Source: an optimization exercise on an open RTL-to-GDS flow (aim: small area, a short achievable clock period and few clock cycles per item). Production flows keep margins and buffers that such runs may drop.
At most, simulation tests tie the RTL to the original design; equivalence was not proved.
No activity file was given, so power comes from the tool's default toggle rates.

==> flow/design.v <==
module bdgr_enc (
    input  wire        clk,
    input  wire        rst,
    input  wire        start,
    input  wire [15:0] width,
    input  wire [15:0] height,
    input  wire        pred_med,
    output wire        busy,
    input  wire        in_valid,
    input  wire [7:0]  in_pix,
    input  wire [7:0]  in_up,
    output wire        in_ready,
    output wire        out_valid,
    output wire [63:0] out_word,
    output wire        out_last,
    input  wire        out_ready
);
    localparam integer ACW    = 88;            
    localparam [6:0]   HOLD_T = ACW - 20;      
    reg        busy_r, in_ready_r, out_valid_r, out_last_r;
    reg        med_r;
    reg [15:0] w_r;
    reg [15:0] xc;            
    reg [15:0] yc;            
    reg        first_col, first_row;
    reg        pix_done;      
    reg        v0;            
    reg [7:0]  pix0, up0;     
    reg [7:0]  dA0, dB0, e0;  
    reg        use_c0, use_b0;  
    reg [2:0]  k_r;           
    reg        vR;            
    reg [3:0]  qoffR;         
    reg [3:0]  keffR;         
    reg [7:0]  dataR;         
    reg [6:0]  spos;          
    reg [ACW-1:0] acc;
    assign busy      = busy_r;
    assign in_ready  = in_ready_r;
    assign out_valid = out_valid_r;
    assign out_last  = out_last_r;
    assign out_word  = acc[63:0];
    wire accept = in_valid & in_ready_r;
    wire fire   = out_valid_r & out_ready;
    wire [7:0] na_in = first_col ? 8'd0 : pix0;
    wire [7:0] nb_in = first_row ? 8'd0 : in_up;
    wire [7:0] nc_in = (first_col | first_row) ? 8'd0 : up0;
    wire [7:0] pmin_in = (first_col & (med_r | first_row)) ? 8'd0 : pix0;   
    wire c_ge_in  = (nc_in >= na_in);
    wire use_c_in = c_ge_in ^ (nb_in <= nc_in);    
    wire use_b_in = c_ge_in ~^ (nb_in <= na_in);   
    wire [7:0] dA_in = in_pix - pmin_in;            
    wire [7:0] dB_in = in_pix - nb_in;              
    wire [7:0] e_in  = nc_in - na_in;
    wire [7:0] dC = dB0 + e0;                       
    wire [7:0] d0 = (med_r & use_c0) ? dC : (med_r & use_b0) ? dB0 : dA0;
    wire [7:0] r    = {d0[6:0], 1'b0} ^ {8{d0[7]}};
    wire [7:0] q    = r >> k_r;
    wire       esc  = (q >= 8'd11);
    wire [7:0] mask = ~(8'hff << k_r);
    wire [3:0] qoff = esc ? 4'd11 : q[3:0];
    wire [3:0] keff = esc ? 4'd8 : {1'b0, k_r};
    wire [7:0] data = esc ? r : (r & mask);
    reg [2:0] k_next;
    always @(*) begin
        if      (r <= 8'd1)   k_next = 3'd0;
        else if (r <= 8'd4)   k_next = 3'd1;
        else if (r <= 8'd8)   k_next = 3'd2;
        else if (r <= 8'd16)  k_next = 3'd3;
        else if (r <= 8'd32)  k_next = 3'd4;
        else if (r <= 8'd64)  k_next = 3'd5;
        else if (r <= 8'd128) k_next = 3'd6;
        else                  k_next = 3'd7;
    end
    wire hold = vR & (spos > HOLD_T);
    wire advR = vR & ~hold;
    wire [6:0] spos_add = advR ? spos + {3'd0, qoffR} + {3'd0, keffR} + 7'd1 : spos;
    wire [6:0] spos_next = {spos_add[6] & ~fire, spos_add[5:0]};
    wire [6:0] pos       = spos + {3'd0, qoffR};
    localparam integer NBY = ACW / 8;
    wire [15:0]    fld = {7'd0, dataR, 1'b1} << pos[2:0];
    wire [NBY-1:0] bsel = advR ? ({{(NBY-1){1'b0}}, 1'b1} << pos[6:3]) : {NBY{1'b0}};
    wire [ACW-1:0] ins;
    genvar gb;
    generate
        for (gb = 0; gb < NBY; gb = gb + 1) begin : g_ins
            if (gb == 0) begin : g_lo
                assign ins[7:0] = fld[7:0] & {8{bsel[0]}};
            end else begin : g_hi
                assign ins[8*gb +: 8] = (fld[7:0] & {8{bsel[gb]}}) | (fld[15:8] & {8{bsel[gb-1]}});
            end
        end
    endgenerate
    wire [ACW-1:0] acc_or = acc | ins;
    wire [ACW-1:0] acc_next = fire ? {64'd0, acc_or[ACW-1:64]} : acc_or;
    wire last_col = (xc == 16'd1);
    wire last_row = (yc == 16'd1);
    wire busy_next     = busy_r & ~(fire & out_last_r);
    wire pix_done_next = pix_done | (accept & last_col & last_row);
    wire alldone_next  = pix_done & ~v0 & ~hold;    
    wire [6:0] epos_next = spos_next;
    reg init;
    always @(posedge clk) begin
        if (rst) begin
            busy_r      <= 1'b0;
            init        <= 1'b0;
            in_ready_r  <= 1'b0;
            out_valid_r <= 1'b0;
            out_last_r  <= 1'b0;
        end else if (!busy_r) begin
            busy_r      <= start;
            init        <= start;
            in_ready_r  <= 1'b0;
            out_valid_r <= 1'b0;
        end else if (init) begin
            init        <= 1'b0;
            in_ready_r  <= 1'b1;
        end else begin
            busy_r      <= busy_next;
            in_ready_r  <= busy_next & ~pix_done_next & (spos_next <= HOLD_T);
            out_valid_r <= busy_next & (epos_next[6] | (alldone_next & (epos_next != 7'd0)));
            out_last_r  <= alldone_next & (epos_next <= 7'd64);
        end
    end
    always @(posedge clk) begin
        if (!busy_r) begin
            med_r <= pred_med;
            w_r   <= width;
            yc    <= height;
        end else if (accept & last_col) begin
            yc    <= yc - 16'd1;
        end
        if (init) begin
            xc        <= w_r;
            first_col <= 1'b1;
            first_row <= 1'b1;
            pix_done  <= 1'b0;
        end else if (accept) begin
            first_col <= last_col;
            pix_done  <= last_col & last_row;
            if (last_col) begin
                xc <= w_r;
                first_row <= 1'b0;
            end else begin
                xc <= xc - 16'd1;
            end
        end
    end
    always @(posedge clk) begin
        v0 <= ~rst & (hold ? v0 : accept);
        if (accept) begin
            pix0   <= in_pix;
            up0    <= in_up;
            dA0    <= dA_in;
            dB0    <= dB_in;
            e0     <= e_in;
            use_c0 <= use_c_in;
            use_b0 <= use_b_in;
        end
    end
    always @(posedge clk) begin
        if (init)
            k_r <= 3'd7;
        else if (v0 & ~hold)
            k_r <= k_next;
        vR <= ~rst & (hold ? vR : v0);
        if (!hold) begin
            keffR <= keff;
            qoffR <= qoff;
            dataR <= data;
        end
        spos  <= init ? 7'd32 : spos_next;
        acc   <= init ? {{(ACW-32){1'b0}}, yc, w_r} : acc_next;
    end
endmodule
Settings: LEC_CHECK=0, CAP_MARGIN=20, CORE_MARGIN=2, CORE_UTILIZATION=40, SLEW_MARGIN=20; clock period 11.0 ns.
standard.sh (not shown) runs the stock make flow with config.mk's settings and CLKGATE_MAP_FILE= SYNTH_SCRIPT=/design/flow/synth_recipe.tcl, a recipe that flattens the netlist after the stock synthesis.
==> flow/flow/run.sh <==
#!/bin/bash
set -euo pipefail
export BUFFER_PORTS_ARGS="-buffer_cell sky130_fd_sc_hd__buf_1"
export SETUP_SLACK_MARGIN=7.4
bash standard.sh > standard_make.log 2>&1
The starting point produced a clean layout.
==> next run, changes <==
--- a/flow/design.v
+++ b/flow/design.v
@@ -16,5 +16,5 @@
     input  wire        out_ready
 );
-    localparam integer ACW    = 88;            
+    localparam integer ACW    = 104;           
     localparam [6:0]   HOLD_T = ACW - 20;      
     reg        busy_r, in_ready_r, out_valid_r, out_last_r;
@@ -78,18 +78,5 @@
     wire [6:0] spos_next = {spos_add[6] & ~fire, spos_add[5:0]};
     wire [6:0] pos       = spos + {3'd0, qoffR};
-    localparam integer NBY = ACW / 8;
-    wire [15:0]    fld = {7'd0, dataR, 1'b1} << pos[2:0];
-    wire [NBY-1:0] bsel = advR ? ({{(NBY-1){1'b0}}, 1'b1} << pos[6:3]) : {NBY{1'b0}};
-    wire [ACW-1:0] ins;
-    genvar gb;
-    generate
-        for (gb = 0; gb < NBY; gb = gb + 1) begin : g_ins
-            if (gb == 0) begin : g_lo
-                assign ins[7:0] = fld[7:0] & {8{bsel[0]}};
-            end else begin : g_hi
-                assign ins[8*gb +: 8] = (fld[7:0] & {8{bsel[gb]}}) | (fld[15:8] & {8{bsel[gb-1]}});
-            end
-        end
-    endgenerate
+    wire [ACW-1:0] ins = {{(ACW-9){1'b0}}, dataR & {8{advR}}, advR} << pos;
     wire [ACW-1:0] acc_or = acc | ins;
     wire [ACW-1:0] acc_next = fire ? {64'd0, acc_or[ACW-1:64]} : acc_or;
Global-route usage goes up by 0.83 points; via count went up by a little under a tenth; area after synthesis went up by a little under a tenth; synthesized cell count came out higher by a few percent; power hardly moves; routed wire length came out higher by roughly a tenth.
Testbench counts after the change, summed over its fixed seeds: cycles 34,274, items 34,030.
The RTL of the first run of this note was laid out without a check of its function.

* * *

Setup of run a:
Another version of the RTL of bdgr_enc (not shown whole).
For scale: roughly 1700 cells after synthesis, ~230 flip-flops, roughly 120 I/O pins, ~0.013 mm² of cells after synthesis.
==> module bdgr_enc, before the edit <==
module bdgr_enc (
    input  wire        clk,
    input  wire        rst,
    input  wire        start,
    input  wire [15:0] width,
    input  wire [15:0] height,
    input  wire        pred_med,
    output wire        busy,
    input  wire        in_valid,
    input  wire [7:0]  in_pix,
    input  wire [7:0]  in_up,
    output wire        in_ready,
    output wire        out_valid,
    output wire [63:0] out_word,
    output wire        out_last,
    input  wire        out_ready
);
    localparam integer ACW    = 104;           
    localparam [6:0]   HOLD_T = ACW - 20;      
    reg        busy_r, in_ready_r, out_valid_r, out_last_r;
    reg        busy_o;        
    reg        med_r;
    reg [15:0] w_r;
    reg [15:0] xc;            
    reg [15:0] yc;            
    reg        first_col, first_row;
    reg        pix_done;      
    reg        v0;            
    reg [7:0]  pix0, up0;     
    reg [7:0]  dA0, dB0, e0;  
    reg        use_c0, use_b0;  
    reg [2:0]  k_r;           
    reg        vR;            
    reg [3:0]  qoffR;         
    reg [3:0]  keffR;         
    reg [7:0]  dataR;         
    reg [6:0]  spos;          
    reg [ACW-1:0] acc;
    assign busy      = busy_o;
    assign in_ready  = in_ready_r;
    assign out_valid = out_valid_r;
    assign out_last  = out_last_r;
    assign out_word  = acc[63:0];
    wire accept = in_valid & in_ready_r;
    wire fire   = out_valid_r & out_ready;
    wire [7:0] na_in = first_col ? 8'd0 : pix0;
    wire [7:0] nb_in = first_row ? 8'd0 : in_up;
    wire [7:0] nc_in = (first_col | first_row) ? 8'd0 : up0;
    wire [7:0] pmin_in = (first_col & (med_r | first_row)) ? 8'd0 : pix0;   
    wire c_ge_in  = (nc_in >= na_in);
    wire use_c_in = c_ge_in ^ (nb_in <= nc_in);    
    wire use_b_in = c_ge_in ~^ (nb_in <= na_in);   
    wire [7:0] dA_in = in_pix - pmin_in;            
    wire [7:0] dB_in = in_pix - nb_in;              
    wire [7:0] e_in  = nc_in - na_in;
    wire [7:0] dC = dB0 + e0;                       
    wire [7:0] d0 = (med_r & use_c0) ? dC : (med_r & use_b0) ? dB0 : dA0;
    wire [7:0] r    = {d0[6:0], 1'b0} ^ {8{d0[7]}};
    wire [7:0] q    = r >> k_r;
    wire       esc  = (q >= 8'd11);
    wire [7:0] mask = ~(8'hff << k_r);
    wire [3:0] qoff = esc ? 4'd11 : q[3:0];
    wire [3:0] keff = esc ? 4'd8 : {1'b0, k_r};
    wire [7:0] data = esc ? r : (r & mask);
    reg [2:0] k_next;
    always @(*) begin
        if      (r <= 8'd1)   k_next = 3'd0;
        else if (r <= 8'd4)   k_next = 3'd1;
        else if (r <= 8'd8)   k_next = 3'd2;
        else if (r <= 8'd16)  k_next = 3'd3;
        else if (r <= 8'd32)  k_next = 3'd4;
        else if (r <= 8'd64)  k_next = 3'd5;
        else if (r <= 8'd128) k_next = 3'd6;
        else                  k_next = 3'd7;
    end
    wire hold = vR & (spos > HOLD_T);
    wire advR = vR & ~hold;
    wire [6:0] spos_add = advR ? spos + {3'd0, qoffR} + {3'd0, keffR} + 7'd1 : spos;
    wire [6:0] spos_next = {spos_add[6] & ~fire, spos_add[5:0]};
    wire [6:0] pos       = spos + {3'd0, qoffR};
    localparam integer NBY = ACW / 8;
    wire [15:0]    fld = {7'd0, dataR, 1'b1} << pos[2:0];
    wire [NBY-1:0] bsel = advR ? ({{(NBY-1){1'b0}}, 1'b1} << pos[6:3]) : {NBY{1'b0}};
    wire [ACW-1:0] ins;
    genvar gb;
    generate
        for (gb = 0; gb < NBY; gb = gb + 1) begin : g_ins
            if (gb == 0) begin : g_lo
                assign ins[7:0] = fld[7:0] & {8{bsel[0]}};
            end else begin : g_hi
                assign ins[8*gb +: 8] = (fld[7:0] & {8{bsel[gb]}}) | (fld[15:8] & {8{bsel[gb-1]}});
            end
        end
    endgenerate
    wire [ACW-1:0] acc_or = acc | ins;
    wire [ACW-1:0] acc_next = fire ? {64'd0, acc_or[ACW-1:64]} : acc_or;
    wire last_col = (xc == 16'd1);
    wire last_row = (yc == 16'd1);
    wire busy_next     = busy_r & ~(fire & out_last_r);
    wire pix_done_next = pix_done | (accept & last_col & last_row);
    wire alldone_next  = pix_done & ~v0 & ~hold;    
    wire [6:0] epos_next = spos_next;
    reg init;
    always @(posedge clk) begin
        if (rst)
            busy_o <= 1'b0;
        else if (!busy_o)
            busy_o <= start;
        else
            busy_o <= ~(fire & out_last_r);
    end
    always @(posedge clk) begin
        if (rst) begin
            busy_r      <= 1'b0;
            init        <= 1'b0;
            in_ready_r  <= 1'b0;
            out_valid_r <= 1'b0;
            out_last_r  <= 1'b0;
        end else if (!busy_r) begin
            busy_r      <= start;
            init        <= start;
            in_ready_r  <= 1'b0;
            out_valid_r <= 1'b0;
        end else if (init) begin
            init        <= 1'b0;
            in_ready_r  <= 1'b1;
        end else begin
            busy_r      <= busy_next;
            in_ready_r  <= busy_next & ~pix_done_next & (spos_next <= HOLD_T);
            out_valid_r <= busy_next & (epos_next[6] | (alldone_next & (epos_next != 7'd0)));
            out_last_r  <= alldone_next & (epos_next <= 7'd64);
        end
    end
    always @(posedge clk) begin
        if (!busy_r) begin
            med_r <= pred_med;
            w_r   <= width;
            yc    <= height;
        end else if (accept & last_col) begin
            yc    <= yc - 16'd1;
        end
        if (init) begin
            xc        <= w_r;
            first_col <= 1'b1;
            first_row <= 1'b1;
            pix_done  <= 1'b0;
        end else if (accept) begin
            first_col <= last_col;
            pix_done  <= last_col & last_row;
            if (last_col) begin
                xc <= w_r;
                first_row <= 1'b0;
            end else begin
                xc <= xc - 16'd1;
            end
        end
    end
    always @(posedge clk) begin
        v0 <= ~rst & (hold ? v0 : accept);
        if (accept) begin
            pix0   <= in_pix;
            up0    <= in_up;
            dA0    <= dA_in;
            dB0    <= dB_in;
            e0     <= e_in;
            use_c0 <= use_c_in;
            use_b0 <= use_b_in;
        end
    end
    always @(posedge clk) begin
        if (init)
            k_r <= 3'd7;
        else if (v0 & ~hold)
            k_r <= k_next;
        vR <= ~rst & (hold ? vR : v0);
        if (!hold) begin
            keffR <= keff;
            qoffR <= qoff;
            dataR <= data;
        end
        spos  <= init ? 7'd32 : spos_next;
        acc   <= init ? {{(ACW-32){1'b0}}, yc, w_r} : acc_next;
    end
endmodule
export LEC_CHECK = 0
export ABC_AREA = 1
export CAP_MARGIN = 20
export CORE_MARGIN = 2
export CORE_UTILIZATION = 40
export CTS_BUF_LIST = sky130_fd_sc_hd__clkbuf_16
export CTS_CLUSTER_DIAMETER = 60
export CTS_CLUSTER_SIZE = 30
export SLEW_MARGIN = 20
create_clock -name core_clock -period 11.0 [get_ports {clk}]
Scripts as last shown in full above: flow/flow/run.sh
--- input diff run a..run b ---
--- a/flow/design.v
+++ b/flow/design.v
@@ -12,13 +12,13 @@
     output wire        in_ready,
     output wire        out_valid,
     output wire [63:0] out_word,
     output wire        out_last,
     input  wire        out_ready
 );
-    localparam integer ACW    = 104;           
+    localparam integer ACW    = 88;            
     localparam [6:0]   HOLD_T = ACW - 20;      
     reg        busy_r, in_ready_r, out_valid_r, out_last_r;
     reg        busy_o;        
     reg        med_r;
     reg [15:0] w_r;
     reg [15:0] xc;            
==> comparison <==
- Run b ends up with a design area that is 4.5% lower than in run a.
- Starting utilization of the core area, run b and run a, lower one = run b.
- | portion of total power attributed to combinational logic | higher: run b |
- Going from run a to run b, the largest fanout of any net on the critical path was found to have gone down by 48.
- | post-route fraction of the period consumed by the critical path | run b vs run a | ≈ equal |
- NOTE routed wire length run a->run b decreased by a few percent
- Compared to run a, run b has post-layout minimum cycle time 0.011 ns lower.
- Filler cell count in the final layout down 140 in run b wrt run a
- Compared with run a, in run b post-synthesis adder-cell area fraction went up by 0.27 points; met3 demand-to-capacity share in global routing went up by 0.28 points; worst stage delay on the critical path went down by 0.28 ns; number of standard cells in the final layout excluding fillers went down by about 5.3%.
- met4 as the uppermost layer routed was reported by run b, and met5 by run a.
Testbench counts of run b, summed over its fixed seeds: cycles 34,785, items 34,030.
For run a, only the layout was checked, not whether the RTL still works.

port drivers added, routing unchanged:
The results above use ideal ports. As a check the final layouts listed here were re-extracted and re-timed, cells and wires unchanged. Step 1 assumes that a clkbuf_16 drives the clock port and a buf_2 every other input. Step 2 also shifts input and output timing later by t, the mid clock arrival at the registers, as if the neighbouring blocks saw the same clock. Three values: ideal, step 1, step 2; two values: the first two.
run | t, ns | setup slack, ns | worst hold slack (ns) | clock arrival spread, ns
the first run of note 1 | 0.571 | 7.458 / 7.448 / 6.933 | 0.467 / 0.467 / 0.467 | 0.018 / 0.018
the second run of note 1 | 0.575 | 7.510 / 7.507 / 7.001 | 0.452 / 0.452 / 0.452 | 0.015 / 0.015
run a | 0.583 | 7.602 / 7.588 / 7.048 | 0.448 / 0.448 / 0.448 | 0.031 / 0.031
run b | 0.568 | 7.613 / 7.593 / 7.072 | 0.463 / 0.463 / 0.463 | 0.029 / 0.029
After both steps every run listed still meets setup and hold. The setup slack of run a, which loses most, moves by -0.014 ns with the drivers and by -0.554 ns with both steps.
